Source: an optimization exercise on an open RTL-to-GDS flow (aim: small area, a short achievable clock period and few clock cycles per item). Production flows keep margins and buffers that such runs may drop.
At most, simulation tests tie the RTL to the original design; equivalence was not proved.
No functional check of the RTL was part of runs 3 and 4.
No activity file was given, so power comes from the tool's default toggle rates.

### design/flow/config.mk
export PLATFORM = sky130hd
export DESIGN_NAME = bidc_decoder
export DESIGN_NICKNAME = bidc_decoder
export VERILOG_FILES = /design/flow/design.v
export SDC_FILE = /design/flow/constraint.sdc
export NUM_CORES = 4
export LEC_CHECK = 0
export CAP_MARGIN = 20
export CORE_MARGIN = 2
export CORE_UTILIZATION = 30
export SLEW_MARGIN = 20
### design/flow/constraint.sdc
create_clock -name core_clock -period 15.0 [get_ports {clk}]
set_input_delay 3.0000 -clock core_clock [delete_from_list [all_inputs] [get_ports {clk}]]
set_output_delay 3.0000 -clock core_clock [all_outputs]
set_load 0.01 [all_outputs]
### design/flow/design.v
module bidc_baudot_valid (
    input  wire [5:0] code,
    output wire       valid
);
    localparam [63:0] VALID = 64'h77FFFEFA33A1340A;
    assign valid = VALID[code];
endmodule
module bidc_baudot_ascii (
    input  wire [5:0] code,
    output wire [7:0] ascii
);
    assign ascii[7] = 1'b0;
    assign ascii[0] = (code[4] && code[3] && code[2]) || (!code[4] && !code[3] && code[1] && code[0]) || (code[5] && code[4] && code[2] && !code[1]) || (code[4] && !code[1] && !code[0]) || (code[5] && code[3] && code[2] && !code[0]) || (!code[5] && !code[4] && !code[3]) || (!code[5] && code[1] && code[0]) || (code[3] && !code[2] && code[1] && code[0]) || (code[5] && code[4] && code[3] && !code[1]);
    assign ascii[1] = (!code[5] && code[4] && code[2] && !code[0]) || (code[4] && !code[2] && code[0]) || (code[4] && !code[3] && code[2] && !code[0]) || (code[5] && code[3] && code[1]) || (!code[5] && code[4] && !code[3]) || (code[2] && code[1] && !code[0]) || (code[5] && !code[4] && !code[2] && code[1]);
    assign ascii[2] = (code[5] && !code[3] && !code[2] && !code[0]) || (code[4] && code[3] && code[2] && !code[1] && !code[0]) || (!code[3] && code[1] && !code[0]) || (code[5] && code[3] && !code[2] && code[0]) || (code[5] && !code[4] && code[1] && code[0]) || (!code[5] && !code[3] && code[2]) || (!code[4] && !code[2] && !code[1]) || (!code[5] && code[3] && !code[2] && !code[0]);
    assign ascii[3] = (!code[4] && !code[3] && code[1]) || (!code[4] && code[3] && !code[2] && !code[1]) || (!code[4] && code[3] && !code[1] && !code[0]) || (code[4] && code[3] && code[1]) || (code[5] && !code[3] && code[2] && code[0]) || (!code[5] && code[1] && code[0]) || (code[4] && !code[3] && !code[2] && !code[1] && code[0]) || (!code[5] && code[4] && code[3] && !code[2] && !code[0]);
    assign ascii[4] = (!code[4] && !code[2] && !code[0]) || (code[3] && code[2] && code[0]) || (code[4] && code[2] && !code[1]) || (code[5] && code[4] && code[2] && code[0]) || (!code[5] && !code[4]) || (code[4] && !code[1] && code[0]) || (!code[5] && !code[3] && !code[2]) || (!code[3] && !code[2] && !code[1] && code[0]);
    assign ascii[5] = (!code[5]) || (!code[4] && !code[3] && !code[1] && !code[0]);
    assign ascii[6] = (code[5] && code[3]) || (code[5] && code[4]) || (code[5] && code[0]) || (code[5] && code[1]);
endmodule
module bidc_baudot_isdig (
    input  wire [5:0] code,
    output wire       isdig
);
    localparam [63:0] ISDIG = 64'h000000003221340A;
    assign isdig = ISDIG[code];
endmodule
module bidc_decode_in (
    input  wire [0:59]  fb,
    input  wire [1:0]   fs,          
    input  wire [11:0]  finfo,       
    output reg  [2:0]   status,
    output reg  [11:0]  einfo,
    output reg  [3:0]   tag,
    output wire [2:0]   first,       
    output wire [6:0]   tkeep,       
    output wire [19:0]  sfx,         
    output wire         mmsi_on      
);
    integer k;
    genvar g;
    wire       flag = fb[0];
    wire [2:0] uc   = fb[11:13];
    wire [3:0] lc   = fb[11:14];
    wire u_orb  = flag && uc == 3'd0;
    wire u_avu  = flag && uc == 3'd1;
    wire u_mau  = flag && uc == 3'd2;
    wire u_seru = flag && uc == 3'd3;
    wire u_natu = flag && uc == 3'd4;
    wire u_unh  = flag && uc == 3'd5;
    wire u_rcsu = flag && uc == 3'd6;
    wire u_test = flag && uc == 3'd7;
    wire l_mstd = !flag && lc == 4'd2;
    wire l_astd = !flag && lc == 4'd3;
    wire l_sstd = !flag && (lc == 4'd4 || lc == 4'd6 || lc == 4'd7);
    wire l_sst5 = !flag && lc == 4'd5;
    wire l_nloc = !flag && (lc == 4'd8 || lc == 4'd10 || lc == 4'd11);
    wire l_ssec = !flag && lc == 4'd12;
    wire l_rls  = !flag && lc == 4'd13;
    wire l_unh  = !flag && (lc == 4'd0 || lc == 4'd1 || lc == 4'd9 || lc == 4'd14 || lc == 4'd15);
    wire [2:0] s_type = fb[14:16];
    wire       s_bad  = (s_type == 3'd5 || s_type == 3'd7);
    wire       s_op   = (s_type == 3'd1);
    wire [1:0] r_t  = fb[15:16];
    wire       r_hm = (fb[17:20] == 4'hF);
    wire [5:0] c [0:6];
    wire [5:0] a [0:2];
    wire [3:0] bd [0:2];
    generate
        for (g = 0; g < 7; g = g + 1) begin : cg
            assign c[g] = fb[14 + 6*g +: 6];
        end
        for (g = 0; g < 3; g = g + 1) begin : ag
            assign a[g] = u_seru ? fb[18 + 6*g +: 6] :
                          l_sst5 ? {1'b1, fb[15 + 5*g +: 5]} : c[g];
            assign bd[g] = fb[38 + 4*g +: 4];
        end
    endgenerate
    wire [6:0] cv;
    wire [2:0] av;
    generate
        for (g = 0; g < 7; g = g + 1) begin : cvg
            if (g >= 3) begin : hi
                bidc_baudot_valid v (.code(c[g]), .valid(cv[g]));
            end else begin : lo
                assign cv[g] = 1'b1;
            end
        end
        for (g = 0; g < 3; g = g + 1) begin : avg
            bidc_baudot_valid v (.code(a[g]), .valid(av[g]));
        end
    endgenerate
    wire am   = u_avu || u_mau;
    wire amr  = am || u_rcsu;
    wire m3   = (u_seru && s_op) || l_sst5;      
    wire chk3 = amr || m3;
    wire [2:0] bbad;
    generate
        for (g = 0; g < 3; g = g + 1) begin : bbg
            assign bbad[g] = bd[g] > 4'hA;
        end
    endgenerate
    wire b_err = (chk3 && !(&av)) || (amr && !cv[3]) || (am && !(cv[4] && cv[5])) ||
                 (u_rcsu && |bbad) || (amr && !cv[6]);
    reg [11:0] b_info;
    always @(*) begin
        b_info = {6'd0, c[6]};
        for (k = 2; k >= 0; k = k - 1)
            if (u_rcsu && bbad[k]) b_info = {8'h20, bd[k]};
        if (am && !cv[5]) b_info = {6'd0, c[5]};
        if (am && !cv[4]) b_info = {6'd0, c[4]};
        if (amr && !cv[3]) b_info = {6'd0, c[3]};
        for (k = 2; k >= 0; k = k - 1)
            if (chk3 && !av[k]) b_info = {6'd0, a[k]};
    end
    wire r_err = l_rls && !r_hm && r_t == 2'd3;
    wire d_err = u_unh || l_unh || (u_seru && s_bad) || r_err || b_err;
    wire ok    = (fs == 2'd0) && !d_err;
    always @(*) begin
        status = 3'd0;
        einfo  = 12'd0;
        if (fs != 2'd0) begin
            status = {1'b0, fs};
            einfo  = finfo;
        end else if (u_unh) begin
            status = 3'd3; einfo = 12'h015;
        end else if (l_unh) begin
            status = 3'd3; einfo = {8'd0, lc};
        end else if (u_seru && s_bad) begin
            status = 3'd3; einfo = {9'h020, s_type};
        end else if (r_err) begin
            status = 3'd3; einfo = 12'h203;
        end else if (b_err) begin
            status = 3'd4; einfo = b_info;
        end
    end
    always @(*) begin
        tag = 4'd0;
        if (u_avu)  tag = 4'd1;
        if (u_mau)  tag = 4'd2;
        if (u_seru) tag = 4'd3;
        if (u_natu) tag = 4'd4;
        if (u_rcsu) tag = 4'd5;
        if (u_test) tag = 4'd6;
        if (l_mstd) tag = 4'd7;
        if (l_astd) tag = 4'd8;
        if (l_sstd || l_sst5) tag = 4'd9;
        if (l_ssec) tag = 4'd10;
        if (l_nloc) tag = 4'd11;
        if (l_rls)  tag = 4'd12;
    end
    wire [5:0] dv;
    generate
        for (g = 0; g < 6; g = g + 1) begin : dg
            bidc_baudot_isdig d (.code(c[g]), .isdig(dv[g]));
        end
    endgenerate
    wire alldig = &dv;
    wire [6:0] sp;
    assign sp[0] = (a[0] == 6'h24);
    assign sp[1] = (a[1] == 6'h24);
    assign sp[2] = (a[2] == 6'h24);
    assign sp[3] = (c[3] == 6'h24);
    assign sp[4] = am ? (c[4] == 6'h24) : (bd[0] == 4'hA);
    assign sp[5] = am ? (c[5] == 6'h24) : (bd[1] == 4'hA);
    assign sp[6] = u_avu ? (c[6] == 6'h24) : u_mau ? 1'b1 : (bd[2] == 4'hA);
    wire trim = !m3;
    reg [6:0] lead;      
    reg [6:0] keep;      
    reg [6:0] tail;      
    always @(*) begin
        lead[0] = trim && sp[0];
        for (k = 1; k < 7; k = k + 1) lead[k] = lead[k-1] && sp[k];
        tail[6] = trim && !sp[6];
        for (k = 5; k >= 0; k = k - 1) tail[k] = !trim ? (k < 3) : (tail[k+1] || !sp[k]);
        keep = tail & ~lead;
    end
    assign first[2] = lead[3];
    assign first[1] = (lead[1] && !lead[3]) || lead[5];
    assign first[0] = (lead[0] && !lead[1]) || (lead[2] && !lead[3]) ||
                      (lead[4] && !lead[5]) || lead[6];
    wire text_on = ok && (u_avu || (u_mau && !alldig) || u_rcsu || m3);
    assign tkeep = text_on ? keep : 7'd0;
    wire [19:0] dec;
    bidc_dsum u_dsum (.g0(c[0]), .g1(c[1]), .g2(c[2]), .g3(c[3]), .g4(c[4]), .g5(c[5]), .y(dec));
    assign sfx     = u_mau ? dec : lc[0] ? fb[21:40] : fb[15:34];
    assign mmsi_on = ok && ((u_mau && alldig) || l_mstd || l_ssec || (l_rls && r_hm));
endmodule
module bidc_decode_out (
    input  wire [0:59]  fb,
    input  wire [2:0]   status,
    input  wire [3:0]   rtag,
    input  wire [2:0]   first,
    input  wire [6:0]   tkeep,
    input  wire [19:0]  sfx,
    input  wire         mmsi_on,
    output wire [9:0]   cc_o,
    output wire [3:0]   tag,
    output wire [29:0]  mmsi,
    output wire [55:0]  text,
    output wire [2:0]   text_len,
    output wire [7:0]   sbn_char,
    output wire [44:0]  data,
    output wire [19:0]  serial,
    output wire [23:0]  addr,
    output wire [9:0]   cert,
    output wire [3:0]   btype,
    output wire [5:0]   num,
    output wire [1:0]   aux,
    output wire         has_cert,
    output wire         has_mmsi,
    output wire [1:0]   layout,
    output wire [11:0]  tac,
    output wire [11:0]  nrls
);
    integer k;
    genvar g;
    wire       ok = (status == 3'd0);
    wire [9:0] cc = fb[1:10];
    wire [3:0] lc = fb[11:14];
    wire t_orb  = ok && rtag == 4'd0;
    wire t_avu  = ok && rtag == 4'd1;
    wire t_mau  = ok && rtag == 4'd2;
    wire t_seru = ok && rtag == 4'd3;
    wire t_natu = ok && rtag == 4'd4;
    wire t_rcsu = ok && rtag == 4'd5;
    wire t_test = ok && rtag == 4'd6;
    wire t_mstd = ok && rtag == 4'd7;
    wire t_astd = ok && rtag == 4'd8;
    wire t_sstd = ok && rtag == 4'd9;
    wire t_nloc = ok && rtag == 4'd11;
    wire t_rls  = ok && rtag == 4'd12;
    assign tag  = ok ? rtag : 4'd0;
    assign cc_o = ok ? cc : 10'd0;
    wire [29:0] mmsi_v;
    bidc_mmsi u_mmsi (.cc(cc), .s(sfx), .y(mmsi_v));
    assign mmsi = mmsi_on ? mmsi_v : 30'd0;
    wire s_seru = rtag == 4'd3;
    wire s_sstd = rtag == 4'd9;
    wire s_avu  = rtag == 4'd1;
    wire s_mau  = rtag == 4'd2;
    wire s_am   = s_avu || s_mau;
    wire [5:0] c [0:6];
    wire [5:0] a [0:2];
    wire [3:0] bd [0:2];
    generate
        for (g = 0; g < 7; g = g + 1) begin : cg
            assign c[g] = fb[14 + 6*g +: 6];
        end
        for (g = 0; g < 3; g = g + 1) begin : ag
            assign a[g] = s_seru ? fb[18 + 6*g +: 6] :
                          s_sstd ? {1'b1, fb[15 + 5*g +: 5]} : c[g];
            assign bd[g] = fb[38 + 4*g +: 4];
        end
    endgenerate
    wire [6:0] ra [0:6];     
    generate
        for (g = 0; g < 7; g = g + 1) begin : rag
            wire [7:0] asc;
            bidc_baudot_ascii rom (.code(g < 3 ? a[g] : c[g]), .ascii(asc));
            assign ra[g] = asc[6:0];
        end
    endgenerate
    function [6:0] bcd_ascii(input [3:0] d);
        bcd_ascii = (d == 4'hA) ? 7'h20 : {3'b011, d};
    endfunction
    wire [6:0] x [0:6];
    assign x[0] = ra[0];
    assign x[1] = ra[1];
    assign x[2] = ra[2];
    assign x[3] = ra[3];
    assign x[4] = s_am ? ra[4] : bcd_ascii(bd[0]);
    assign x[5] = s_am ? ra[5] : bcd_ascii(bd[1]);
    assign x[6] = s_avu ? ra[6] : s_mau ? 7'h20 : bcd_ascii(bd[2]);
    reg [55:0] s0, s1, s2, s3;
    always @(*) begin
        for (k = 0; k < 7; k = k + 1) s0[55 - 8*k -: 8] = {tkeep[k], x[k]};
        s1 = first[0] ? {s0[47:0], 8'd0}  : s0;
        s2 = first[1] ? {s1[39:0], 16'd0} : s1;
        s3 = first[2] ? {s2[23:0], 32'd0} : s2;
    end
    wire [6:0] mask;     
    generate
        for (g = 0; g < 7; g = g + 1) begin : tg
            assign mask[g] = s3[55 - 8*g];
            assign text[55 - 8*g -: 8] = mask[g] ? {1'b0, s3[54 - 8*g -: 7]} : 8'd0;
        end
    endgenerate
    assign text_len[2] = mask[3];
    assign text_len[1] = (mask[1] && !mask[3]) || mask[5];
    assign text_len[0] = (mask[0] && !mask[1]) || (mask[2] && !mask[3]) ||
                         (mask[4] && !mask[5]) || mask[6];
    assign sbn_char = (t_mau || t_rcsu) ? {1'b0, ra[6]} : 8'd0;
    wire       s_hc  = fb[17];
    wire [2:0] stype = fb[14:16];
    wire       s_air = (stype == 3'd3);
    wire       s_op  = (stype == 3'd1);
    wire       s_pl  = !stype[0];
    wire [1:0] r_t  = fb[15:16];
    wire       r_hm = (fb[17:20] == 4'hF);
    wire [9:0] r_v  = fb[17:26];
    wire       st5  = (lc == 4'd5);
    wire raw45 = t_orb || t_natu || t_test;
    assign data = raw45 ? fb[14:58] :
                  (t_seru && !s_hc) ? (s_pl ? {25'd0, fb[38:57]} : {35'd0, fb[48:57]}) :
                  (t_seru && s_hc && s_pl) ? {35'd0, fb[38:47]} : 45'd0;
    assign serial = (t_seru && s_op)   ? {8'd0, fb[36:47]} :
                    (t_seru && s_pl)   ? fb[18:37] :
                    (t_sstd && !st5)   ? {6'd0, fb[25:38]} :
                    (t_sstd && st5)    ? {11'd0, fb[30:38]} :
                    t_nloc             ? {2'd0, fb[15:32]} :
                    (t_rls && !r_hm)   ? {6'd0, fb[27:40]} : 20'd0;
    assign addr = (t_seru && s_air) ? fb[18:41] :
                  t_astd            ? fb[15:38] : 24'd0;
    assign cert = (t_seru && s_hc)  ? fb[48:57] :
                  (t_sstd && !st5)  ? fb[15:24] : 10'd0;
    assign btype = t_seru             ? {1'b0, stype} :
                   (t_sstd || t_nloc) ? lc :
                   t_rls              ? {2'd0, r_t} : 4'd0;
    assign num = t_avu             ? {4'd0, fb[56:57]} :
                 (t_seru && s_air) ? fb[42:47] :
                 t_mstd            ? {2'd0, fb[35:38]} : 6'd0;
    assign aux      = (t_avu || t_mau || t_seru || t_rcsu) ? fb[58:59] : 2'd0;
    assign has_cert = t_seru && s_hc;
    assign has_mmsi = t_rls && r_hm;
    assign layout   = !t_seru ? 2'd0 : s_air ? 2'd1 : s_op ? 2'd2 : 2'd0;
    reg [11:0] rbase;
    always @(*) begin
        case (r_t)
            2'd0:    rbase = 12'd1000;
            2'd1:    rbase = 12'd2000;
            default: rbase = 12'd3000;
        endcase
    end
    wire [11:0] rsum = rbase + {2'd0, r_v};
    wire        rnum = t_rls && !r_hm;
    assign tac  = (rnum && r_v <  10'd920) ? rsum : 12'd0;
    assign nrls = (rnum && r_v >= 10'd920) ? rsum : 12'd0;
endmodule
module bidc_dsum (
    input  wire [5:0]  g0, g1, g2, g3, g4, g5,
    output wire [19:0] y
);
    wire dp1;
    wire dp2;
    wire dp3;
    wire dp4;
    wire dp5;
    wire dp6;
    wire dp7;
    wire dp8;
    wire dp9;
    wire dp10;
    wire dp11;
    wire dp12;
    wire dp13;
    wire dp14;
    wire dp15;
    wire dp16;
    wire dp17;
    wire dp18;
    wire dp19;
    wire dp20;
    wire dp21;
    wire dp22;
    wire dp23;
    wire dp24;
    wire dp25;
    wire dp26;
    wire dp27;
    wire dp28;
    wire dp29;
    wire dp30;
    wire dp31;
    wire dp32;
    wire dp33;
    wire dp34;
    wire dp35;
    wire dp36;
    wire dp37;
    wire dp38;
    wire dp39;
    wire dp40;
    wire dp41;
    wire dp42;
    wire dp43;
    wire dp44;
    wire dp45;
    wire dp46;
    wire dp47;
    wire dp48;
    wire dp49;
    wire dp50;
    wire dp51;
    wire dp52;
    wire dp53;
    wire dp54;
    wire dp55;
    wire dp56;
    wire s57;
    wire c58;
    wire s59;
    wire c60;
    wire s61;
    wire c62;
    wire s63;
    wire c64;
    wire s65;
    wire c66;
    wire s67;
    wire c68;
    wire s69;
    wire c70;
    wire s71;
    wire c72;
    wire s73;
    wire c74;
    wire s75;
    wire c76;
    wire s77;
    wire c78;
    wire s79;
    wire c80;
    wire s81;
    wire c82;
    wire s83;
    wire c84;
    wire s85;
    wire c86;
    wire s87;
    wire c88;
    wire s89;
    wire c90;
    wire s91;
    wire c92;
    wire s93;
    wire c94;
    wire s95;
    wire c96;
    wire s97;
    wire c98;
    wire s99;
    wire c100;
    wire s101;
    wire c102;
    wire s103;
    wire c104;
    wire s105;
    wire c106;
    wire s107;
    wire c108;
    wire s109;
    wire c110;
    wire s111;
    wire c112;
    wire s113;
    wire c114;
    wire s115;
    wire c116;
    wire s117;
    wire c118;
    assign dp1 = (g0[4] && g0[3] && g0[2]) || (!g0[3] && !g0[2]);
    assign dp2 = (g0[4] && !g0[0]) || (g0[4] && !g0[3]) || (g0[4] && !g0[2]);
    assign dp3 = (g0[1]) || (g0[4] && g0[2] && g0[0]) || (g0[4] && !g0[3]);
    assign dp4 = (!g0[3]) || (!g0[2] && !g0[1]) || (!g0[4] && g0[2] && !g0[0]);
    assign dp5 = (g0[1]) || (g0[4] && g0[2]) || (g0[4] && !g0[3]);
    assign dp6 = (g0[4] && g0[0]) || (g0[2] && !g0[0]);
    assign dp7 = (g0[1]) || (g0[3] && !g0[2]) || (g0[4] && g0[2] && !g0[0]);
    assign dp8 = (g0[1]) || (!g0[4] && !g0[0]) || (!g0[2] && !g0[0]);
    assign dp9 = (!g0[3] && g0[0]) || (g0[2] && !g0[0]);
    assign dp10 = (g0[4] && g0[3] && g0[2]) || (!g0[3] && !g0[2]);
    assign dp11 = (g0[4] && g0[0]) || (!g0[4] && !g0[3]);
    assign dp12 = (g0[3] && !g0[2]) || (!g0[2] && !g0[1] && g0[0]) || (g0[4] && g0[2] && !g0[0]);
    assign dp13 = (!g0[4] && !g0[0]) || (!g0[3] && !g0[2]);
    assign dp14 = (g0[2] && !g0[0]) || (!g0[3] && g0[2]) || (g0[1] && g0[0]);
    assign dp15 = (g1[4] && g1[3] && g1[2]) || (!g1[3] && !g1[2]);
    assign dp16 = (g1[4] && !g1[0]) || (g1[4] && !g1[3]) || (g1[4] && !g1[2]);
    assign dp17 = (!g1[3] && !g1[1] && g1[0]) || (g1[3] && g1[1]) || (g1[4] && g1[2] && !g1[0]);
    assign dp18 = (g1[1] && g1[0]) || (!g1[4] && g1[2] && !g1[0]);
    assign dp19 = (g1[4] && g1[3] && g1[2]) || (!g1[3] && !g1[2]);
    assign dp20 = (g1[4] && g1[0]) || (!g1[4] && !g1[3]);
    assign dp21 = (g1[1]) || (g1[4] && g1[3] && g1[0]) || (!g1[2] && !g1[0]);
    assign dp22 = (g1[1]) || (!g1[4] && !g1[0]) || (g1[3] && !g1[2]) || (!g1[3] && g1[2]);
    assign dp23 = (g1[1]) || (!g1[0]);
    assign dp24 = (g1[4] && g1[2] && g1[0]) || (g1[4] && !g1[3]) || (!g1[4] && g1[2] && !g1[0]);
    assign dp25 = (!g1[3]) || (!g1[2] && !g1[1]);
    assign dp26 = (!g1[3] && !g1[1] && g1[0]) || (g1[3] && g1[1]);
    assign dp27 = (g1[2] && !g1[0]) || (g1[1] && g1[0]);
    assign dp28 = (g2[4] && g2[3] && g2[2]) || (!g2[3] && !g2[2]);
    assign dp29 = (g2[4] && !g2[0]) || (g2[4] && !g2[3]) || (g2[4] && !g2[2]);
    assign dp30 = (g2[1]) || (g2[4] && g2[2] && g2[0]) || (g2[4] && !g2[3]);
    assign dp31 = (g2[4] && g2[0]) || (g2[2] && !g2[0]);
    assign dp32 = (g2[4] && g2[3] && g2[0]) || (!g2[2] && !g2[0]) || (!g2[2] && !g2[1]);
    assign dp33 = (!g2[0]) || (g2[4]) || (!g2[3]);
    assign dp34 = (!g2[0]) || (g2[4]) || (!g2[3]);
    assign dp35 = (!g2[4] && !g2[0]) || (!g2[3] && g2[2]) || (g2[3] && !g2[2]);
    assign dp36 = (!g2[0]);
    assign dp37 = (g2[2] && !g2[0]) || (!g2[3] && !g2[1] && g2[0]);
    assign dp38 = (g2[1] && g2[0]);
    assign dp39 = (g3[4] && g3[3] && g3[2]) || (!g3[3] && !g3[2]);
    assign dp40 = (g3[4] && !g3[0]) || (g3[4] && !g3[3]) || (g3[4] && !g3[2]);
    assign dp41 = (!g3[3] && !g3[1] && g3[0]) || (g3[3] && g3[1]) || (g3[4] && g3[2] && !g3[0]);
    assign dp42 = (g3[4] && g3[3] && g3[2]) || (!g3[1] && !g3[0]) || (!g3[3] && !g3[2] && !g3[1]);
    assign dp43 = (g3[4] && g3[0]) || (!g3[2] && !g3[1] && g3[0]);
    assign dp44 = (!g3[2] && g3[0]) || (g3[1]) || (g3[4] && g3[2] && !g3[0]);
    assign dp45 = (!g3[4] && !g3[0]) || (!g3[3] && !g3[2]);
    assign dp46 = (g3[2] && !g3[0]) || (!g3[3] && g3[2]) || (g3[1] && g3[0]);
    assign dp47 = (g4[4] && g4[3] && g4[2]) || (!g4[3] && !g4[2]);
    assign dp48 = (g4[4] && !g4[0]) || (g4[4] && !g4[3]) || (g4[4] && !g4[2]);
    assign dp49 = (g4[1]) || (g4[4] && g4[2] && g4[0]) || (g4[4] && !g4[3]);
    assign dp50 = (!g4[3]) || (!g4[2] && !g4[1]) || (!g4[4] && g4[2] && !g4[0]);
    assign dp51 = (!g4[3] && !g4[1] && g4[0]) || (g4[3] && g4[1]);
    assign dp52 = (g4[2] && !g4[0]) || (g4[1] && g4[0]);
    assign dp53 = (g5[4] && g5[3] && g5[2]) || (!g5[3] && !g5[2]);
    assign dp54 = (g5[4] && !g5[0]) || (g5[4] && !g5[3]) || (g5[4] && !g5[2]);
    assign dp55 = (!g5[3] && !g5[1] && g5[0]) || (g5[3] && g5[1]) || (g5[4] && g5[2] && !g5[0]);
    assign dp56 = (g5[1] && g5[0]) || (!g5[4] && g5[2] && !g5[0]);
    assign s57 = dp1 ^ dp16;
    assign c58 = dp1 & dp16;
    assign s59 = dp2 ^ dp17 ^ dp31;
    assign c60 = (dp2 & dp17) | (dp2 & dp31) | (dp17 & dp31);
    assign s61 = dp3 ^ dp18;
    assign c62 = dp3 & dp18;
    assign s63 = dp4 ^ dp19;
    assign c64 = dp4 & dp19;
    assign s65 = dp5 ^ dp20;
    assign c66 = dp5 & dp20;
    assign s67 = dp28 ^ dp40;
    assign c68 = dp28 & dp40;
    assign s69 = dp15 ^ dp29 ^ dp41;
    assign c70 = (dp15 & dp29) | (dp15 & dp41) | (dp29 & dp41);
    assign s71 = dp30 ^ dp42 ^ dp51;
    assign c72 = (dp30 & dp42) | (dp30 & dp51) | (dp42 & dp51);
    assign s73 = dp43 ^ dp52 ^ s59;
    assign c74 = (dp43 & dp52) | (dp43 & s59) | (dp52 & s59);
    assign s75 = dp32 ^ dp44 ^ s61;
    assign c76 = (dp32 & dp44) | (dp32 & s61) | (dp44 & s61);
    assign s77 = dp33 ^ dp45 ^ s63;
    assign c78 = (dp33 & dp45) | (dp33 & s63) | (dp45 & s63);
    assign s79 = dp34 ^ dp46 ^ s65;
    assign c80 = (dp34 & dp46) | (dp34 & s65) | (dp46 & s65);
    assign s81 = dp6 ^ dp21 ^ dp35;
    assign c82 = (dp6 & dp21) | (dp6 & dp35) | (dp21 & dp35);
    assign s83 = dp7 ^ dp22;
    assign c84 = dp7 & dp22;
    assign s85 = dp8 ^ dp23;
    assign c86 = dp8 & dp23;
    assign s87 = dp9 ^ dp24;
    assign c88 = dp9 & dp24;
    assign s89 = dp39 ^ dp48;
    assign c90 = dp39 & dp48;
    assign s91 = dp49 ^ dp56 ^ s67;
    assign c92 = (dp49 & dp56) | (dp49 & s67) | (dp56 & s67);
    assign s93 = dp50 ^ s69 ^ c68;
    assign c94 = (dp50 & s69) | (dp50 & c68) | (s69 & c68);
    assign s95 = s57 ^ s71 ^ c70;
    assign c96 = (s57 & s71) | (s57 & c70) | (s71 & c70);
    assign s97 = c58 ^ s73 ^ c72;
    assign c98 = (c58 & s73) | (c58 & c72) | (s73 & c72);
    assign s99 = c60 ^ s75 ^ c74;
    assign c100 = (c60 & s75) | (c60 & c74) | (s75 & c74);
    assign s101 = c62 ^ s77 ^ c76;
    assign c102 = (c62 & s77) | (c62 & c76) | (s77 & c76);
    assign s103 = c64 ^ s79 ^ c78;
    assign c104 = (c64 & s79) | (c64 & c78) | (s79 & c78);
    assign s105 = c66 ^ s81 ^ c80;
    assign c106 = (c66 & s81) | (c66 & c80) | (s81 & c80);
    assign s107 = dp36 ^ s83 ^ c82;
    assign c108 = (dp36 & s83) | (dp36 & c82) | (s83 & c82);
    assign s109 = dp37 ^ s85 ^ c84;
    assign c110 = (dp37 & s85) | (dp37 & c84) | (s85 & c84);
    assign s111 = dp38 ^ s87 ^ c86;
    assign c112 = (dp38 & s87) | (dp38 & c86) | (s87 & c86);
    assign s113 = dp25 ^ c88;
    assign c114 = dp25 & c88;
    assign s115 = dp10 ^ dp26;
    assign c116 = dp10 & dp26;
    assign s117 = dp11 ^ dp27;
    assign c118 = dp11 & dp27;
    wire [19:0] ra = {dp14, dp13, dp12, s117, s115, s113, s111, s109, s107, s105, s103, s101, s99, s97, s95, s93, s91, dp55, dp47, dp53};
    wire [19:0] rb = {1'b0, 1'b0, c118, c116, c114, c112, c110, c108, c106, c104, c102, c100, c98, c96, c94, c92, c90, s89, dp54, 1'b0};
    assign y = ra + rb;
endmodule
module bidc_mmsi (
    input  wire [9:0]  cc,
    input  wire [19:0] s,
    output wire [29:0] y
);
    wire s1;
    wire c2;
    wire s3;
    wire c4;
    wire s5;
    wire c6;
    wire s7;
    wire c8;
    wire s9;
    wire c10;
    wire s11;
    wire c12;
    wire s13;
    wire c14;
    wire s15;
    wire c16;
    wire s17;
    wire c18;
    wire s19;
    wire c20;
    wire s21;
    wire c22;
    wire s23;
    wire c24;
    wire s25;
    wire c26;
    wire s27;
    wire c28;
    wire s29;
    wire c30;
    wire s31;
    wire c32;
    wire s33;
    wire c34;
    wire s35;
    wire c36;
    wire s37;
    wire c38;
    wire s39;
    wire c40;
    wire s41;
    wire c42;
    wire s43;
    wire c44;
    wire s45;
    wire c46;
    wire s47;
    wire c48;
    wire s49;
    wire c50;
    wire s51;
    wire c52;
    wire s53;
    wire c54;
    wire s55;
    wire c56;
    wire s57;
    wire c58;
    wire s59;
    wire c60;
    wire s61;
    wire c62;
    wire s63;
    wire c64;
    wire s65;
    wire c66;
    wire s67;
    wire c68;
    assign s1 = cc[2] ^ cc[7];
    assign c2 = cc[2] & cc[7];
    assign s3 = cc[3] ^ cc[8];
    assign c4 = cc[3] & cc[8];
    assign s5 = cc[4] ^ cc[9];
    assign c6 = cc[4] & cc[9];
    assign s7 = cc[0] ^ cc[5];
    assign c8 = cc[0] & cc[5];
    assign s9 = cc[1] ^ cc[6] ^ cc[9];
    assign c10 = (cc[1] & cc[6]) | (cc[1] & cc[9]) | (cc[6] & cc[9]);
    assign s11 = !cc[0] ^ s[16] ^ 1'b1;
    assign c12 = (!cc[0] & s[16]) | (!cc[0] & 1'b1) | (s[16] & 1'b1);
    assign s13 = !cc[1] ^ s[17] ^ s3;
    assign c14 = (!cc[1] & s[17]) | (!cc[1] & s3) | (s[17] & s3);
    assign s15 = !cc[2] ^ s[18] ^ s5;
    assign c16 = (!cc[2] & s[18]) | (!cc[2] & s5) | (s[18] & s5);
    assign s17 = cc[5] ^ !cc[3] ^ s[19];
    assign c18 = (cc[5] & !cc[3]) | (cc[5] & s[19]) | (!cc[3] & s[19]);
    assign s19 = cc[0] ^ cc[6];
    assign c20 = cc[0] & cc[6];
    assign s21 = cc[1] ^ cc[7];
    assign c22 = cc[1] & cc[7];
    assign s23 = cc[2] ^ cc[8];
    assign c24 = cc[2] & cc[8];
    assign s25 = cc[3] ^ cc[9];
    assign c26 = cc[3] & cc[9];
    assign s27 = cc[0] ^ cc[3];
    assign c28 = cc[0] & cc[3];
    assign s29 = cc[1] ^ cc[4] ^ s[10];
    assign c30 = (cc[1] & cc[4]) | (cc[1] & s[10]) | (cc[4] & s[10]);
    assign s31 = cc[2] ^ cc[5] ^ s[11];
    assign c32 = (cc[2] & cc[5]) | (cc[2] & s[11]) | (cc[5] & s[11]);
    assign s33 = cc[3] ^ cc[6] ^ s[12];
    assign c34 = (cc[3] & cc[6]) | (cc[3] & s[12]) | (cc[6] & s[12]);
    assign s35 = cc[4] ^ cc[7] ^ s[13];
    assign c36 = (cc[4] & cc[7]) | (cc[4] & s[13]) | (cc[7] & s[13]);
    assign s37 = cc[8] ^ s[14] ^ s7;
    assign c38 = (cc[8] & s[14]) | (cc[8] & s7) | (s[14] & s7);
    assign s39 = s[15] ^ s9 ^ c8;
    assign c40 = (s[15] & s9) | (s[15] & c8) | (s9 & c8);
    assign s41 = s1 ^ s11 ^ c10;
    assign c42 = (s1 & s11) | (s1 & c10) | (s11 & c10);
    assign s43 = c2 ^ s13 ^ c12;
    assign c44 = (c2 & s13) | (c2 & c12) | (s13 & c12);
    assign s45 = c4 ^ s15 ^ c14;
    assign c46 = (c4 & s15) | (c4 & c14) | (s15 & c14);
    assign s47 = c6 ^ s17 ^ c16;
    assign c48 = (c6 & s17) | (c6 & c16) | (s17 & c16);
    assign s49 = !cc[4] ^ s19 ^ c18;
    assign c50 = (!cc[4] & s19) | (!cc[4] & c18) | (s19 & c18);
    assign s51 = !cc[5] ^ s21 ^ c20;
    assign c52 = (!cc[5] & s21) | (!cc[5] & c20) | (s21 & c20);
    assign s53 = !cc[6] ^ s23 ^ c22;
    assign c54 = (!cc[6] & s23) | (!cc[6] & c22) | (s23 & c22);
    assign s55 = !cc[7] ^ s25 ^ c24;
    assign c56 = (!cc[7] & s25) | (!cc[7] & c24) | (s25 & c24);
    assign s57 = cc[4] ^ !cc[8] ^ c26;
    assign c58 = (cc[4] & !cc[8]) | (cc[4] & c26) | (!cc[8] & c26);
    assign s59 = cc[5] ^ !cc[9];
    assign c60 = cc[5] & !cc[9];
    assign s61 = cc[6] ^ 1'b1;
    assign c62 = cc[6] & 1'b1;
    assign s63 = cc[7] ^ 1'b1;
    assign c64 = cc[7] & 1'b1;
    assign s65 = cc[8] ^ 1'b1;
    assign c66 = cc[8] & 1'b1;
    assign s67 = cc[9] ^ 1'b1;
    assign c68 = cc[9] & 1'b1;
    wire [29:0] ra = {s67, s65, s63, s61, s59, s57, s55, s53, s51, s49, s47, s45, s43, s41, s39, s37, s35, s33, s31, s29, s[9], cc[2], cc[1], cc[0], s[5], s[4], s[3], s[2], s[1], s[0]};
    wire [29:0] rb = {c66, c64, c62, c60, c58, c56, c54, c52, c50, c48, c46, c44, c42, c40, c38, c36, c34, c32, c30, c28, s27, s[8], s[7], s[6], 1'b0, 1'b0, 1'b0, 1'b0, 1'b0, 1'b0};
    assign y = ra + rb;
endmodule
module bidc_decoder (
    input  wire         clk,
    input  wire         rst,
    input  wire         in_valid,
    output wire         in_ready,
    input  wire [7:0]   in_len,
    input  wire [119:0] in_hex,
    output reg          out_valid,
    input  wire         out_ready,
    output wire [2:0]   out_status,
    output wire [11:0]  out_einfo,
    output wire [9:0]   out_cc,
    output wire [3:0]   out_tag,
    output wire [29:0]  out_mmsi,
    output wire [55:0]  out_text,
    output wire [2:0]   out_text_len,
    output wire [7:0]   out_sbn_char,
    output wire [44:0]  out_data,
    output wire [19:0]  out_serial,
    output wire [23:0]  out_addr,
    output wire [9:0]   out_cert,
    output wire [3:0]   out_btype,
    output wire [5:0]   out_num,
    output wire [1:0]   out_aux,
    output wire         out_has_cert,
    output wire         out_has_mmsi,
    output wire [1:0]   out_layout,
    output wire [11:0]  out_tac,
    output wire [11:0]  out_nrls
);
    reg  [0:59] fr;
    reg  [14:0] is_hex;
    reg  [7:0]  ch;
    integer k;
    always @(*) begin
        for (k = 0; k < 15; k = k + 1) begin
            ch = in_hex[119 - 8*k -: 8];
            is_hex[k] = (ch[7:4] == 4'h3 && ch[3:0] <= 4'h9) ||
                        ((ch[7:4] == 4'h4 || ch[7:4] == 4'h6) && ch[3:0] >= 4'h1 && ch[3:0] <= 4'h6);
            fr[4*k + 3] = ch[0] ^ ch[6];
            fr[4*k + 2] = ch[1] ^ (ch[6] && ch[0]);
            fr[4*k + 1] = ch[2] ^ (ch[6] && ch[1] && ch[0]);
            fr[4*k]     = ch[3] || ch[6];
        end
    end
    reg        hex_err;
    reg [11:0] hex_info;
    reg        seen;         
    always @(*) begin
        hex_info = 12'd0;
        seen     = 1'b0;
        for (k = 0; k < 15; k = k + 1) begin
            if (!is_hex[k] && !seen)
                hex_info = hex_info | {k[3:0], in_hex[119 - 8*k -: 8]};
            seen = seen || !is_hex[k];
        end
        hex_err = seen;
    end
    wire        len_err = (in_len != 8'd15);
    wire [1:0]  fs      = len_err ? 2'd1 : hex_err ? 2'd2 : 2'd0;
    wire [11:0] finfo   = len_err ? {4'd0, in_len} : hex_info;
    wire [2:0]  d_status;
    wire [11:0] d_einfo;
    wire [3:0]  d_tag;
    wire [2:0]  d_first;
    wire [6:0]  d_tkeep;
    wire [19:0] d_sfx;
    wire        d_mmsi_on;
    bidc_decode_in u_in (
        .fb(fr), .fs(fs), .finfo(finfo),
        .status(d_status), .einfo(d_einfo), .tag(d_tag), .first(d_first), .tkeep(d_tkeep),
        .sfx(d_sfx), .mmsi_on(d_mmsi_on));
    reg [0:59] r_fb;
    reg [2:0]  r_status;
    reg [11:0] r_einfo;
    reg [3:0]  r_tag;
    reg [2:0]  r_first;
    reg [6:0]  r_tkeep;
    reg [19:0] r_sfx;
    reg        r_mmsi_on;
    wire accept = in_valid && in_ready;
    assign in_ready = !out_valid || out_ready;
    always @(posedge clk) begin
        if (rst) begin
            out_valid <= 1'b0;
        end else if (accept) begin
            out_valid <= 1'b1;
        end else if (out_ready) begin
            out_valid <= 1'b0;
        end
    end
    always @(posedge clk) begin
        if (in_ready) begin
            r_fb      <= fr;
            r_status  <= d_status;
            r_einfo   <= d_einfo;
            r_tag     <= d_tag;
            r_first   <= d_first;
            r_tkeep   <= d_tkeep;
            r_sfx     <= d_sfx;
            r_mmsi_on <= d_mmsi_on;
        end
    end
    assign out_status = r_status;
    assign out_einfo  = r_einfo;
    bidc_decode_out u_out (
        .fb(r_fb), .status(r_status), .rtag(r_tag), .first(r_first), .tkeep(r_tkeep),
        .sfx(r_sfx), .mmsi_on(r_mmsi_on),
        .cc_o(out_cc), .tag(out_tag), .mmsi(out_mmsi), .text(out_text),
        .text_len(out_text_len), .sbn_char(out_sbn_char), .data(out_data),
        .serial(out_serial), .addr(out_addr), .cert(out_cert), .btype(out_btype),
        .num(out_num), .aux(out_aux), .has_cert(out_has_cert), .has_mmsi(out_has_mmsi),
        .layout(out_layout), .tac(out_tac), .nrls(out_nrls));
endmodule
### design/flow/flow/run.sh
#!/bin/bash
# Own layout flow: the standard flow (standard synthesis and ORFS steps) with
#  - port buffers of the plain buf_1 cell instead of the delay cell ORFS picks, and
#  - timing repair aiming at a setup slack of SETUP_SLACK_MARGIN ns.
# Each tool's full output goes to the ORFS logs under orfs/logs; make's own output
# goes to standard.log here.
set -euo pipefail
MARGIN=$(cat flow/margin.txt 2>/dev/null || echo 8)
bash standard.sh \
  "BUFFER_PORTS_ARGS=-buffer_cell sky130_fd_sc_hd__buf_1" \
  "SETUP_SLACK_MARGIN=$MARGIN" \
  finish > standard.log 2>&1
### design/flow/flow/margin.txt
8
### design/flow/standard.sh
#!/bin/bash
# synth_recipe.tcl (not shown) runs the flow's synth.tcl, then flattens the netlist and writes it again
# the make line also repeats each setting of config.mk as NAME=value (left out here)
make -C /OpenROAD-flow-scripts/flow DESIGN_CONFIG=/design/flow/config.mk WORK_HOME=/design/flow/orfs CLKGATE_MAP_FILE= SYNTH_SCRIPT=/design/flow/synth_recipe.tcl "${@:-finish}"
==> flow_summary.json, run 1 <==
{
  "status": "complete, no violations",
  "crit_type": "input pin to register",
  "rsz0062_at_grt": "yes",
  "dp_hpwl_um": 67900,
  "final_nets": 3269,
  "clkTransAtPathRegs_ns": 0.10,
  "synth-adder-area-share_pct": 9.62,
  "cts_buffers": 9,
  "cts_tree": "built",
  "mostFrequentLayoutCells": "buf_1 (358), nor2_1 (275), nand2_1 (259)",
  "drtAntennaViolNets": 0,
  "dieHeight_um": 258,
  "gr-total-overflow": 0,
  "start_kind": "input pin",
  "endpoint_kind": "register",
  "async_flop_share_pct": 0,
  "crit_family": "adder cells",
  "place_area_mm2": 0.0215,
  "synth_ff_type": "edfxtp_1",
  "post_drt_wl_per_cell_um": 22.8,
  "cpMostUsedCell": "fa_1",
  "mostFrequentLayoutCell": "buf_1",
  "worst-path-buf-inv": 3,
  "core-area_mm2": 0.0633,
  "grt_pass1_wl_um": 130000,
  "worst_pin_slew_ns": 1.17,
  "fin_crit_ns": 6.99,
  "grt_use_total_pct": 25.1,
  "ys_types": 108,
  "synth-simple-area-share_pct": 26.7,
  "critical_path.max_stage_delay_ns": 0.54,
  "ys_seq_area_share_pct": 17.1,
  "synthMuxAreaShare_pct": 3.73,
  "dr.pass1.iters": 10,
  "clockBufferDepth": 2,
  "hold-path-cell-count": 1,
  "cap_violations": 0,
  "worstSkewPairLatency_ns": 0.39,
  "finalMaxSlewViolations": 0,
  "drive_above_1_share_pct": 11.3,
  "hold_buffers": 0,
  "avgSynthCellArea_um2": 7.15,
  "synth_cells": 2700,
  "die-area_mm2": 0.0664,
  "post-route-period-util_pct": 46.6,
  "max-vdd-ir-drop_uv": 63.6,
  "path_cells": "buf_2, ha_4, xnor2_4, buf_12, nor2_1, a21oi_2, a31oi_2, fa_1, inv_1, fa_1, fa_1, ha_4, nor2_4, a211oi_2, o31ai_4, o21ai_2, or4_1, a31oi_1, xor2_1, a21oi_1",
  "clkSinkCount": 110,
  "final.setup_skew_ns": 0.0198,
  "place.port_buffers": 390,
  "fp.dieW_um": 258,
  "worst_ep_arrival_time_ns": 7.09,
  "drcViolationCount": 0,
  "syn_to_final_growth_pct": 20.1,
  "worstPathRequired_ns": 15.10,
  "p_per_area_mw_per_mm2": 98.4,
  "synth_area_mm2": 0.0193,
  "antenna_found_initial": 2,
  "final-setup-viol-count": 0,
  "p_leak_nw": 8.74,
  "min_path_type": "register to register",
  "synth_warnings": 3,
  "synth-xor-area-share_pct": 3.49,
  "grt_max_degree": 61,
  "via_per_inst": 5.93,
  "rows": 92,
  "cp.depth": 20,
  "tns_ns": 0,
  "cts_root_buffer": "clkbuf_16",
  "drt_iter0_drc": 2991,
  "slew_headroom_pct": 21.3,
  "fmax_mhz": 143,
  "pin_count": 399,
  "grt_pass1_vias": 20300,
  "fin_area_mm2": 0.0232,
  "cp_max_fo": 7,
  "start_util_pct": 30.5,
  "ys_ff_latch": 110,
  "routed_wl_um": 88100,
  "synth_top_family_by_area": "compound AO/OA/AOI/OAI gates",
  "cts-htree-levels": 3,
  "route.vias.total": 22900,
  "synth_compound_area_share_pct": 31.9,
  "synth-edff-count": 109,
  "worst_path_max_delay_cell": "fa_1",
  "rr_worst_depth": 3,
  "gp_congestion": 0.973,
  "hold_viol": 0
}
-- what timing repair did --
item | in CTS | in global routing
gates resized for setup | 109 | 77
endpoints found under the setup margin | 45 | 36
setup buffers | 37 | 31
endpoints found under the hold margin | 0 | 0
gates cloned | 0 | 1
pin swaps | 23 | 22
-- metal layers --
metal / GRT usage (%) / vias up / share of wire (%)
met3: 3.87 / 161 / 9.8
met4: 8.51 / 2 / 3.4
met2: 39.9 / 1330 / 45
met1: 34.4 / 10800 / 42
met5: 0 / - / 0.011
li1: - / 10600 / -
-- state kept, by name, summed over array words and instances, names as in the netlist --
| name | flops |
|---|---|
| r_mmsi_on | 1 |
| r_tag | 4 |
| out_valid | 1 |
| r_einfo | 12 |
| r_tkeep | 7 |
| r_sfx | 20 |
| r_first | 3 |
| r_status | 3 |
| r_fb | 59 |
-- synth_stat cells, types with 55 or more instances --
| cell | instances | area [um2] |
|---|---|---|
| inv_1 | 148 | 556 |
| edfxtp_1 | 109 | 3270 |
| ha_1 | 82 | 1030 |
| o21ai_0 | 210 | 1050 |
| clkbuf_1 | 167 | 627 |
| nand2_1 | 263 | 987 |
| a21oi_1 | 194 | 971 |
| and2_1 | 79 | 494 |
| nand3_1 | 107 | 536 |
| nor3_1 | 66 | 330 |
| a22o_1 | 55 | 482 |
| nor2_1 | 282 | 1060 |
-- metrics by stage --
| step | total power [W] | std cells | utilization [%] | setup slack, ns | hold WS, ns |
|---|---|---|---|---|---|
| 2_1_floorplan | 0.00143 | 2707 | - | 7.98 | 1.35 |
| 3_3_place_gp | 0.00178 | 3780 | 34.0 | 6.74 | 0.621 |
| 3_5_place_dp | 0.00178 | 3780 | 34.0 | 6.68 | 0.625 |
| 4_1_cts | 0.00215 | 3833 | 35.7 | 7.98 | 0.631 |
| 5_1_grt | 0.00246 | 3865 | 36.6 | 7.88 | 0.622 |
| 6_report | 0.00228 | 3866 | 36.6 | 8.01 | 0.606 |
-- logic make-up after synthesis --
| family | count (synthesis) |
|---|---|
| other cells | 1 |
| flops | 110 |
| compound gates | 905 |
| buf+inv | 365 |
| xor+xnor | 76 |
| fa+ha+maj | 124 |
| mux | 69 |
| simple gates | 1050 |
-- layout make-up --
type / count / area [um2]
clock inverter: 7 / 93.8
sequential: 110 / 3290
antenna: 1 / 2.50
tap: 846 / 1060
timing repair buffer: 500 / 2380
clock buffer: 9 / 225
inverter: 161 / 646
multi-input combinational: 2232 / 15500
fill: 6791 / 40100
-- worst paths after layout --
check	start	end	slack (ns)
setup reg to reg	out_valid$_SDFFE_PP0P_	r_first[1]$_DFFE_PN_	12.71
setup / recovery	in_hex[78]	r_sfx[18]$_DFFE_PN_	8.01
hold / removal	out_valid$_SDFFE_PP0P_	r_einfo[11]$_SDFFCE_PP0N_	0.61
hold reg to reg	out_valid$_SDFFE_PP0P_	r_einfo[11]$_SDFFCE_PP0N_	0.61
-- power breakdown --
group | internal [W] | leakage [nW] | switching, W
sequential | 0.000382 | 1.14 | 0.0000902
clock | 0.000122 | 0.154 | 0.000138
combinational | 0.000663 | 7.45 | 0.000888
total | 0.00117 | 8.74 | 0.00112
-- worst reg2reg max path: cells and delay by family (launching register included) --
kind                   cells  cell delay, ns
buffers and inverters      2            1.41
flip-flops                 1            0.34
AND/OR/NAND/NOR            1            0.15
Testbench counts, summed over its fixed seeds: cycles 16,008, items 16,000.
==> inputs of run 2 (changes only) <==
--- a/design/flow/config.mk
+++ b/design/flow/config.mk
@@ -7,5 +7,5 @@
 export LEC_CHECK = 0
-export CAP_MARGIN = 20
+export CAP_MARGIN = 5
 export CORE_MARGIN = 2
 export CORE_UTILIZATION = 30
-export SLEW_MARGIN = 20
+export SLEW_MARGIN = 5
==> run 2 against run 1 <==
- combinational power is essentially flat
- still clean
- clock skew grew 0.0020 ns
- synthesized area is the same
- sequential cell count is the same
- first-iteration DRC count shrank 5.9%
- global-route usage is the same
- clock power is essentially flat
- die area is the same
- cell count grew 0.44%
==> flow_summary.json, run 2 <==
{
  "status": "complete, no violations",
  "synth_common_cells": "nor2_1 (282), nand2_1 (263), o21ai_0 (210)",
  "worst_ep_arrival_time_ns": 3.99,
  "clkSinkCount": 110,
  "mostFrequentLayoutCells": "buf_1 (357), nor2_1 (274), nand2_1 (261)",
  "drtAntennaViolNets": 0,
  "cap_violations": 0,
  "synth_top_area_share_pct": 17.0,
  "synth_warnings": 3,
  "drt_iter0_drc": 2816,
  "ys_types": 108,
  "cts_buffers": 9,
  "dp_hpwl_um": 67900,
  "synth_ff_type": "edfxtp_1",
  "clockBufferDepth": 2,
  "fin_cells": 3883,
  "largest_reg_flops": 59,
  "cp_max_fo": 5,
  "worstSkewPairLatency_ns": 0.39,
  "synth_area_mm2": 0.0193,
  "cts_tree": "built",
  "regArea_mm2": 0.00329,
  "synthTopCellsByArea": "edfxtp_1 (17%), nor2_1 (5.5%), o21ai_0 (5.4%)",
  "min_path_type": "register to register",
  "rows": 92,
  "drcViolationCount": 0,
  "final_nets": 3286,
  "slew_headroom_pct": 22.0,
  "critical_path.max_stage_delay_ns": 0.56,
  "worst-path-buf-inv": 3,
  "fp.dieW_um": 258,
  "post_drt_wl_per_cell_um": 22.9,
  "crit_family": "adder cells",
  "pin_count": 399,
  "gp_congestion": 0.973,
  "die-area_mm2": 0.0664,
  "reg_top3": "r_fb: 59 flops, r_sfx: 20 flops, r_einfo: 12 flops",
  "core-area_mm2": 0.0633,
  "drive_above_1_share_pct": 11.9,
  "dieHeight_um": 258,
  "worstPathRequired_ns": 12.00,
  "start_util_pct": 30.5,
  "max-vdd-ir-drop_uv": 64.8,
  "place_area_mm2": 0.0215,
  "synth_most_common_cell": "nor2_1",
  "synth_cells": 2700,
  "finalMaxSlewViolations": 0,
  "largest-register": "r_fb",
  "fin_area_mm2": 0.0234,
  "grt_use_total_pct": 25.1,
  "p_leak_nw": 8.84,
  "cts_root_buffer": "clkbuf_16",
  "final_util_pct": 36.9,
  "tns_ns": 0,
  "p_per_area_mw_per_mm2": 98.7,
  "final-setup-viol-count": 0,
  "syn_to_final_growth_pct": 21.2,
  "grt_pass1_wl_um": 130000,
  "hold_viol": 0,
  "dr.pass1.iters": 9,
  "routed_wl_um": 88800,
  "route.vias.total": 23000,
  "endpoint_kind": "output pin",
  "worst_path_max_delay_cell": "fa_1",
  "multi_input_area_mm2": 0.0155,
  "fill_cells": 6772,
  "design_power_total_w": 0.00231,
  "avgSynthCellArea_um2": 7.15,
  "min-delay-start": "out_valid$_SDFFE_PP0P_",
  "final.setup_skew_ns": 0.0218,
  "path_cells": "fa_1, inv_2, fa_1, inv_2, ha_4, and3_4, nand3_4, a311oi_4, o21ai_2, a31oi_4, o21ai_2, a21oi_2, xor2_1, and2_1, buf_2",
  "ys_ff_latch": 110,
  "rsz0062_at_grt": "yes",
  "via_per_inst": 5.93,
  "timing.rr.start": "out_valid$_SDFFE_PP0P_",
  "start_kind": "register",
  "gr-total-overflow": 0,
  "cts-htree-levels": 3,
  "async_flop_share_pct": 0,
  "placedCellCount": 3780,
  "worst_pin_slew_ns": 1.16,
  "clkTransAtPathRegs_ns": 0.11,
  "mostFrequentLayoutCell": "buf_1",
  "place.port_buffers": 390,
  "fmax_mhz": 143,
  "ys_seq_area_share_pct": 17.1,
  "antenna_found_initial": 2,
  "synth-edff-count": 109,
  "cp-startpoint": "r_fb[58]$_DFFE_PN_",
  "grt_max_degree": 61,
  "post-route-period-util_pct": 46.6,
  "yosys.area.top_type": "edfxtp_1",
  "grt_pass1_vias": 20300,
  "crit_type": "register to output pin",
  "fin_crit_ns": 6.99
}
run 2: repair_timing:
item | 4_1_cts | 5_1_grt
cloned | 0 | 1
gates resized for setup | 109 | 109
hold buffers | 0 | 0
pin swaps | 23 | 34
buffers inserted | 37 | 48
setup endpoints to repair | 45 | 36
run 2: final timing paths:
path | slack (ns) | endpoint | depth (start not counted)
worst min-delay path | 0.60 | r_einfo[11]$_SDFFCE_PP0N_ | 1
worst min register to register | 0.60 | r_einfo[11]$_SDFFCE_PP0N_ | 1
worst max-delay path | 8.01 | out_mmsi[28] | 15
worst max register to register | 12.70 | r_first[1]$_DFFE_PN_ | 3
run 2: area by class of cell:
type / count / share of cell area, %
Sequential cell: 110 / 14.1
Tap cell: 846 / 4.53
Clock buffer: 9 / 0.963
Clock inverter: 7 / 0.401
Antenna cell: 1 / 0.0107
Inverter: 161 / 2.80
Timing Repair Buffer: 517 / 10.9
Multi-Input combinational cell: 2232 / 66.3
run 2: cell families (layout without fill, tap and decap cells):
family	count (synthesis)	in the layout	share of synthesized area (%)
AO/OA/AOI/OAI	905	905	31.9
XOR/XNOR	76	76	3.49
adder cells (fa/ha/maj)	124	124	9.62
buffers and inverters	365	694	7.49
flip-flops	110	110	17.1
multiplexers	69	69	3.73
other	1	9	0.0194
AND/OR/NAND/NOR	1050	1050	26.7
run 2: layer usage:
metal  share of wire (%)  track usage, %  vias to the layer above
li1                    -               -                    10700
met1                  42            34.4                    10800
met2                  45            39.9                     1369
met3                 9.6            3.87                      164
met4                 3.5            8.51                        2
met5               0.011               0                        -
run 2: where the power goes:
group / leakage [nW] / switching [W] / internal, W
registers: 1.14 / 0.0000903 / 0.000382
logic: 7.56 / 0.000899 / 0.000675
clock network: 0.154 / 0.000139 / 0.000122
total: 8.84 / 0.00113 / 0.00118
run 2: stage by stage:
step	hold slack (ns)	setup WS (ns)
finish	0.603	8.01
global route	0.622	7.88
CTS	0.631	7.98
detailed placement	0.625	6.68
global placement	0.621	6.74
floorplan	1.35	7.98
==> inputs of run 3 (changes only) <==
--- a/design/flow/design.v
+++ b/design/flow/design.v
@@ -159,5 +159,8 @@
     wire [6:0] sp;
-    assign sp[0] = (a[0] == 6'h24);
-    assign sp[1] = (a[1] == 6'h24);
-    assign sp[2] = (a[2] == 6'h24);
+    generate
+        for (g = 0; g < 3; g = g + 1) begin : spg
+            assign sp[g] = u_seru ? (fb[18 + 6*g +: 6] == 6'h24) :
+                           l_sst5 ? (fb[15 + 5*g +: 5] == 5'h04) : (c[g] == 6'h24);
+        end
+    endgenerate
     assign sp[3] = (c[3] == 6'h24);
--- a/design/flow/config.mk
+++ b/design/flow/config.mk
@@ -7,5 +7,5 @@
 export LEC_CHECK = 0
-export CAP_MARGIN = 5
+export CAP_MARGIN = 20
 export CORE_MARGIN = 2
 export CORE_UTILIZATION = 30
-export SLEW_MARGIN = 5
+export SLEW_MARGIN = 20
==> run 3 against run 2 <==
- still clean
- clock skew down 0.0086 ns
- utilization down 0.47 points
- power down 2.1%
- combinational power down 3%
- first-iteration DRC count up 8.2%
- non-clock buffer count down 2
- design area down 1.6%
- critical path type is now input pin to register
==> flow_summary.json, run 3 <==
{
  "status": "complete, no violations",
  "mostFrequentLayoutCells": "buf_1 (353), nor2_1 (284), nand2_1 (274)",
  "drcViolationCount": 0,
  "fp.dieW_um": 257,
  "clkTransAtPathRegs_ns": 0.08,
  "clockBufferDepth": 2,
  "rows": 92,
  "synthTopCellsByArea": "edfxtp_1 (17%), nor2_1 (5.7%), nand2_1 (5.5%)",
  "tns_ns": 0,
  "largest_reg_flops": 59,
  "dr.pass1.iters": 9,
  "fin_crit_ns": 7.10,
  "place.port_buffers": 390,
  "synth_common_cells": "nor2_1 (292), nand2_1 (280), o21ai_0 (206)",
  "post_drt_wl_per_cell_um": 22.6,
  "post-route-period-util_pct": 47.3,
  "start_kind": "input pin",
  "r2r-end": "r_fb[24]$_DFFE_PN_",
  "fmax_mhz": 141,
  "grt_pass1_vias": 20600,
  "dp_hpwl_um": 67100,
  "grt_max_degree": 79,
  "drtAntennaViolNets": 0,
  "finalMaxSlewViolations": 0,
  "diodes": 0,
  "synth_warnings": 3,
  "ys_types": 96,
  "timing.rr.start": "out_valid$_SDFFE_PP0P_",
  "gp_congestion": 0.983,
  "routed_wl_um": 87800,
  "async_flop_share_pct": 0,
  "fin_cells": 3881,
  "ys_seq_area_share_pct": 17.2,
  "avgSynthCellArea_um2": 7.07,
  "cts-htree-levels": 3,
  "p_per_area_mw_per_mm2": 98.2,
  "synth_area_mm2": 0.0192,
  "synth_top_area_share_pct": 17.1,
  "crit_type": "input pin to register",
  "start_util_pct": 30.4,
  "rr_worst_depth": 3,
  "final_nets": 3285,
  "grt_use_total_pct": 25.1,
  "reg2reg_slack_ns": 12.80,
  "worstPathRequired_ns": 15.11,
  "finalWorstSetupSlack_ns": 7.90,
  "cap_violations": 0,
  "cp_max_fo": 12,
  "clkSinkCount": 110,
  "via_per_inst": 6.02,
  "final.setup_skew_ns": 0.0131,
  "min-delay-start": "out_valid$_SDFFE_PP0P_",
  "worst_ep_arrival_time_ns": 7.22,
  "cts_buffers": 9,
  "rsz0062_at_grt": "yes",
  "min_path_type": "register to register",
  "mostFrequentLayoutCell": "buf_1",
  "synth-edff-count": 109,
  "largest-register": "r_fb",
  "endpoint_kind": "register",
  "max-vdd-ir-drop_uv": 76.2,
  "ys_ff_latch": 110,
  "cts_tree": "built",
  "grt_pass1_wl_um": 130000,
  "synth_most_common_cell": "nor2_1",
  "route.vias.total": 23400,
  "worstSkewPairLatency_ns": 0.38,
  "hold-path-cell-count": 2,
  "yosys.area.top_type": "edfxtp_1",
  "antenna_found_initial": 1,
  "syn_to_final_growth_pct": 20.1,
  "reg_top3": "r_fb: 59 flops, r_sfx: 20 flops, r_einfo: 12 flops",
  "core-area_mm2": 0.0631,
  "drt_iter0_drc": 3047,
  "synth_cells": 2710,
  "final-setup-viol-count": 0,
  "hold_viol": 0,
  "worst_pin_slew_ns": 1.07,
  "min_to": "r_fb[54]$_DFFE_PN_",
  "cts_root_buffer": "clkbuf_16",
  "synth_ff_type": "edfxtp_1",
  "slew_headroom_pct": 28.1,
  "pin_count": 399,
  "hold_buffers": 0,
  "gr-total-overflow": 0,
  "placedCellCount": 3782,
  "p_leak_nw": 8.62,
  "drive_above_1_share_pct": 11.4,
  "die-area_mm2": 0.0659,
  "place_ws_ns": 6.53,
  "holdWs_ns": 0.992,
  "dieHeight_um": 257
}
run 3: per-stage QoR:
stage                     instance area (um2)  utilization (%)  total power [W]
after floorplan                         19400                -          0.00143
after global placement                  21400             33.9          0.00178
after detailed placement                21400             33.9          0.00178
after CTS                               22500             35.6          0.00216
after global routing                    23000             36.5          0.00243
final                                   23000             36.5          0.00226
run 3: power breakdown:
part	internal, W	switching, W
clock	0.000122	0.000137
sequential	0.000382	0.0000853
combinational	0.000629	0.000904
total	0.00113	0.00113
run 3: how the worst max path moves through the flow:
| stage | startpoint | endpoint | depth (start not counted) |
|---|---|---|---|
| after floorplan | in_hex[64] | r_sfx[19]$_DFFE_PN_ | 21 |
| after global placement | in_hex[81] | r_sfx[19]$_DFFE_PN_ | 20 |
| after detailed placement | in_hex[81] | r_sfx[19]$_DFFE_PN_ | 20 |
| after CTS | in_hex[72] | r_sfx[19]$_DFFE_PN_ | 20 |
| after global routing | in_hex[64] | r_sfx[19]$_DFFE_PN_ | 21 |
| final | in_hex[32] | r_sfx[17]$_DFFE_PN_ | 18 |
run 3: logic make-up (layout without fill, tap and decap cells):
family,after synthesis,count (layout),synth area share [%]
DFF,110,110,17.2
and+or+nand+nor,1058,1058,26.6
AOI/OAI and AO/OA,928,928,32.6
adders and majority gates,125,125,9.75
muxes,56,56,3.20
xor gates and xnor gates,71,71,3.29
buffers and inverters,361,679,7.31
other,1,8,0.0196
run 3: layout make-up:
class | count | area, um2
Multi-Input combinational cell | 2246 | 15200
Timing Repair Buffer | 515 | 2540
Clock buffer | 9 | 225
Fill cell | 6885 | 40100
Inverter | 148 | 594
Clock inverter | 7 | 86.3
Sequential cell | 110 | 3290
Tap cell | 846 | 1060
run 3: repair_timing:
item                                    4_1_cts  5_1_grt
buffers inserted                             45       38
resized for setup                           110       79
pin swaps                                    30       29
endpoints found under the setup margin       60       52
run 3: critical path, cell delays in order:
cell and delay, ns:
buf_1 0.18, ha_2 0.57, clkinvlp_4 0.29, a21oi_2 0.29, fa_1 0.47, fa_1 0.53
ha_4 0.21, or2_4 0.22, a21oi_2 0.13, a21oi_2 0.06, a41oi_2 0.20, a21oi_2 0.10
a211o_1 0.34, buf_4 0.15, buf_6 0.10, a21oi_2 0.13, xor2_1 0.16, o21ai_1 0.07
run 3: metal layers:
layer | vias up | global-route usage [%] | wire length (um)
met5 | - | 0 | 0
met4 | 0 | 7.93 | 2740
met3 | 174 | 3.08 | 8320
met2 | 1404 | 39.8 | 39500
met1 | 11100 | 35.3 | 37300
li1 | 10700 | - | -
==> inputs of run 4 (changes only) <==
--- a/design/flow/design.v
+++ b/design/flow/design.v
@@ -805,3 +805,2 @@
     reg [2:0]  r_status;
-    reg [11:0] r_einfo;
     reg [3:0]  r_tag;
@@ -824,5 +823,4 @@
         if (in_ready) begin
-            r_fb      <= fr;
+            r_fb      <= {fr[0:47], (d_status != 3'd0) ? d_einfo : fr[48:59]};
             r_status  <= d_status;
-            r_einfo   <= d_einfo;
             r_tag     <= d_tag;
@@ -835,3 +833,3 @@
     assign out_status = r_status;
-    assign out_einfo  = r_einfo;
+    assign out_einfo  = (r_status != 3'd0) ? r_fb[48:59] : 12'd0;
     bidc_decode_out u_out (
==> run 4 against run 3 <==
- sequential share of layout area fell by 1.6 points
- sequential cell count decreased by 12
- design area is 0.34% higher
- clock power decreased by 11%
- combinational power is essentially flat
- power down 3.0%
- still clean
- critical endpoint is now out_mmsi[29]
- register-to-register slack better by 0.24 ns
==> flow_summary.json, run 4 <==
{
  "drive_above_1_share_pct": 12.3,
  "routed_wl_um": 89600,
  "cp-startpoint": "r_fb[58]$_DFFE_PN_",
  "drt_iter0_drc": 2869,
  "rr_worst_depth": 3,
  "pin_count": 399,
  "grt_use_total_pct": 25.6,
  "crit_family": "adder cells",
  "synth-xor-area-share_pct": 3.66,
  "yosys.area.top_type": "edfxtp_1",
  "synth_top_area_share_pct": 15.2,
  "worst-path-buf-inv": 1,
  "synth_most_common_cell": "nor2_1",
  "place_ws_ns": 6.99,
  "ys_types": 110,
  "grt_max_degree": 52,
  "cp.depth": 13,
  "tns_ns": 0,
  "design_power_total_w": 0.00219,
  "diodes": 0,
  "cap_violations": 0,
  "final-setup-viol-count": 0,
  "min_path_type": "register to register",
  "synth-adder-area-share_pct": 9.69,
  "max-vdd-ir-drop_uv": 92.4,
  "synth_area_mm2": 0.0192,
  "clkTransAtPathRegs_ns": 0.07,
  "dieHeight_um": 257,
  "worstSkewPairLatency_ns": 0.37,
  "core-area_mm2": 0.0631,
  "synth_compound_area_share_pct": 32.9,
  "dr.pass1.iters": 10,
  "hold_viol": 0,
  "grt_pass1_wl_um": 131000,
  "reg_top3": "r_fb: 59 flops, r_sfx: 20 flops, r_tkeep: 7 flops",
  "status": "complete, no violations",
  "final.setup_skew_ns": 0.0124,
  "drcViolationCount": 0,
  "die-area_mm2": 0.0659,
  "synthTopCellsByArea": "edfxtp_1 (15%), o21ai_0 (5.7%), a21oi_1 (5.5%)",
  "reg2reg_slack_ns": 13.04,
  "p_per_area_mw_per_mm2": 95.0,
  "rsz0062_at_grt": "yes",
  "synth_cells": 2717,
  "drtAntennaViolNets": 0,
  "fp.dieW_um": 257,
  "synth_common_cells": "nor2_1 (278), nand2_1 (265), o21ai_0 (219)",
  "avgSynthCellArea_um2": 7.05,
  "post-route-period-util_pct": 47.5,
  "synthMuxAreaShare_pct": 3.81,
  "gp_congestion": 0.978,
  "place.port_buffers": 390,
  "grt_pass1_vias": 20700,
  "worstPathRequired_ns": 12.00,
  "cp_max_fo": 6,
  "critical_path.max_stage_delay_ns": 0.57,
  "synth-edff-count": 97,
  "dp_hpwl_um": 68900,
  "start_kind": "register",
  "endpoint_kind": "output pin",
  "start_util_pct": 30.4,
  "synth-simple-area-share_pct": 26.9,
  "multi_input_area_mm2": 0.0156,
  "worst_ep_arrival_time_ns": 4.12,
  "cts-htree-levels": 3,
  "final_util_pct": 36.6,
  "finalWorstSetupSlack_ns": 7.88,
  "antenna_found_initial": 1,
  "finalMaxSlewViolations": 0,
  "regArea_mm2": 0.00293,
  "rows": 92
}
-- run 4: cell count changes after synthesis, moves of 13 or more --
cell | previous run | this run
a22oi_1 | 38 | 19
clkbuf_1 | 183 | 164
and2_1 | 65 | 84
nor2_1 | 292 | 278
nand2_1 | 280 | 265
nor3_1 | 87 | 62
mux2i_1 | 41 | 56
o21ai_0 | 206 | 219
a21oi_1 | 188 | 209
nand2b_1 | 21 | 35
-- run 4: layout make-up --
cell class / count / area share, %
multi-input cells: 2261 / 67.7
clock buffers: 9 / 0.975
inverters: 149 / 2.66
clock inverters: 7 / 0.260
flip-flops and latches: 98 / 12.7
repair buffers: 518 / 11.1
well taps: 846 / 4.58
-- run 4: logic make-up (layout without fill, tap and decap cells) --
group                      count (synthesis)  after routing
xor gates and xnor gates                  75             76
adders and majority gates                124            124
other                                      1              8
muxes                                     70             70
and+or+nand+nor                         1041           1041
buffers and inverters                    366            683
AOI/OAI and AO/OA                        942            942
DFF                                       98             98
-- run 4: metrics by stage --
step                std cells  area [um2]
global placement         3782       21200
detailed placement       3782       21200
floorplan                2724       19200
finish                   3888       23100
global route             3888       23100
CTS                      3836       22200
-- run 4: worst register-to-register path, stage by stage, from the launching register on --
cell      delay, ns
dfxtp_1        0.34
nand2b_4       0.07
buf_6          0.38
buf_4          0.75
-- run 4: worst min path at each step --
stage | from | end | slack, ns | depth (start not counted)
2_1_floorplan | out_valid$_SDFFE_PP0P_ | out_valid$_SDFFE_PP0P_ | 1.27 | 2
3_3_place_gp | out_valid$_SDFFE_PP0P_ | r_fb[41]$_DFFE_PN_ | 1.03 | 2
3_5_place_dp | out_valid$_SDFFE_PP0P_ | r_fb[41]$_DFFE_PN_ | 1.03 | 2
4_1_cts | out_valid$_SDFFE_PP0P_ | r_fb[38]$_DFFE_PN_ | 0.94 | 2
5_1_grt | out_valid$_SDFFE_PP0P_ | r_fb[38]$_DFFE_PN_ | 0.96 | 2
6_report | out_valid$_SDFFE_PP0P_ | r_fb[41]$_DFFE_PN_ | 0.92 | 2
-- run 4: what timing repair did --
action,4_1_cts,5_1_grt
gates resized for setup,114,110
setup buffers,38,51
pin swaps,23,46
setup endpoints to repair,60,65
gates cloned,0,1
-- run 4: where the power goes --
part / total, W / switching [W] / internal [W]
sequential: 0.000430 / 0.0000877 / 0.000342
clock: 0.000230 / 0.000115 / 0.000115
combinational: 0.00153 / 0.000881 / 0.000652
-- run 4: metal layers --
layer	part of all wire, %	track usage (%)	vias up
met5	0	0	-
met2	46	41.0	1383
li1	-	-	10700
met1	41	34.7	11000
met4	3.4	8.64	0
met3	9.7	4.30	152

==> port drivers added, routing unchanged <==
In the flow no input, the clock included, has a driving cell. The finished layouts below were timed again as built, in two steps.
Step 1 sets driving cells, clkbuf_16 on the clock port and buf_2 on the other inputs (assumed; they add their load-dependent delay and slew).
Step 2 times the ports against the registers' clock, not the clock port: input delays grow and output delays shrink by t, the midpoint of the rising clock arrivals with the driver on.
a / b / c = ideal ports / drivers / drivers and shift; a / b = the first two.
run | t, ns | slack for setup (ns)
run 1 | 0.432 | 8.008 / 7.974 / 7.612
run 2 | 0.433 | 8.008 / 7.954 / 7.638
run 3 | 0.423 | 7.898 / 7.907 / 7.484
run 4 | 0.421 | 7.881 / 7.826 / 7.606
After both steps every run listed still meets setup and hold.
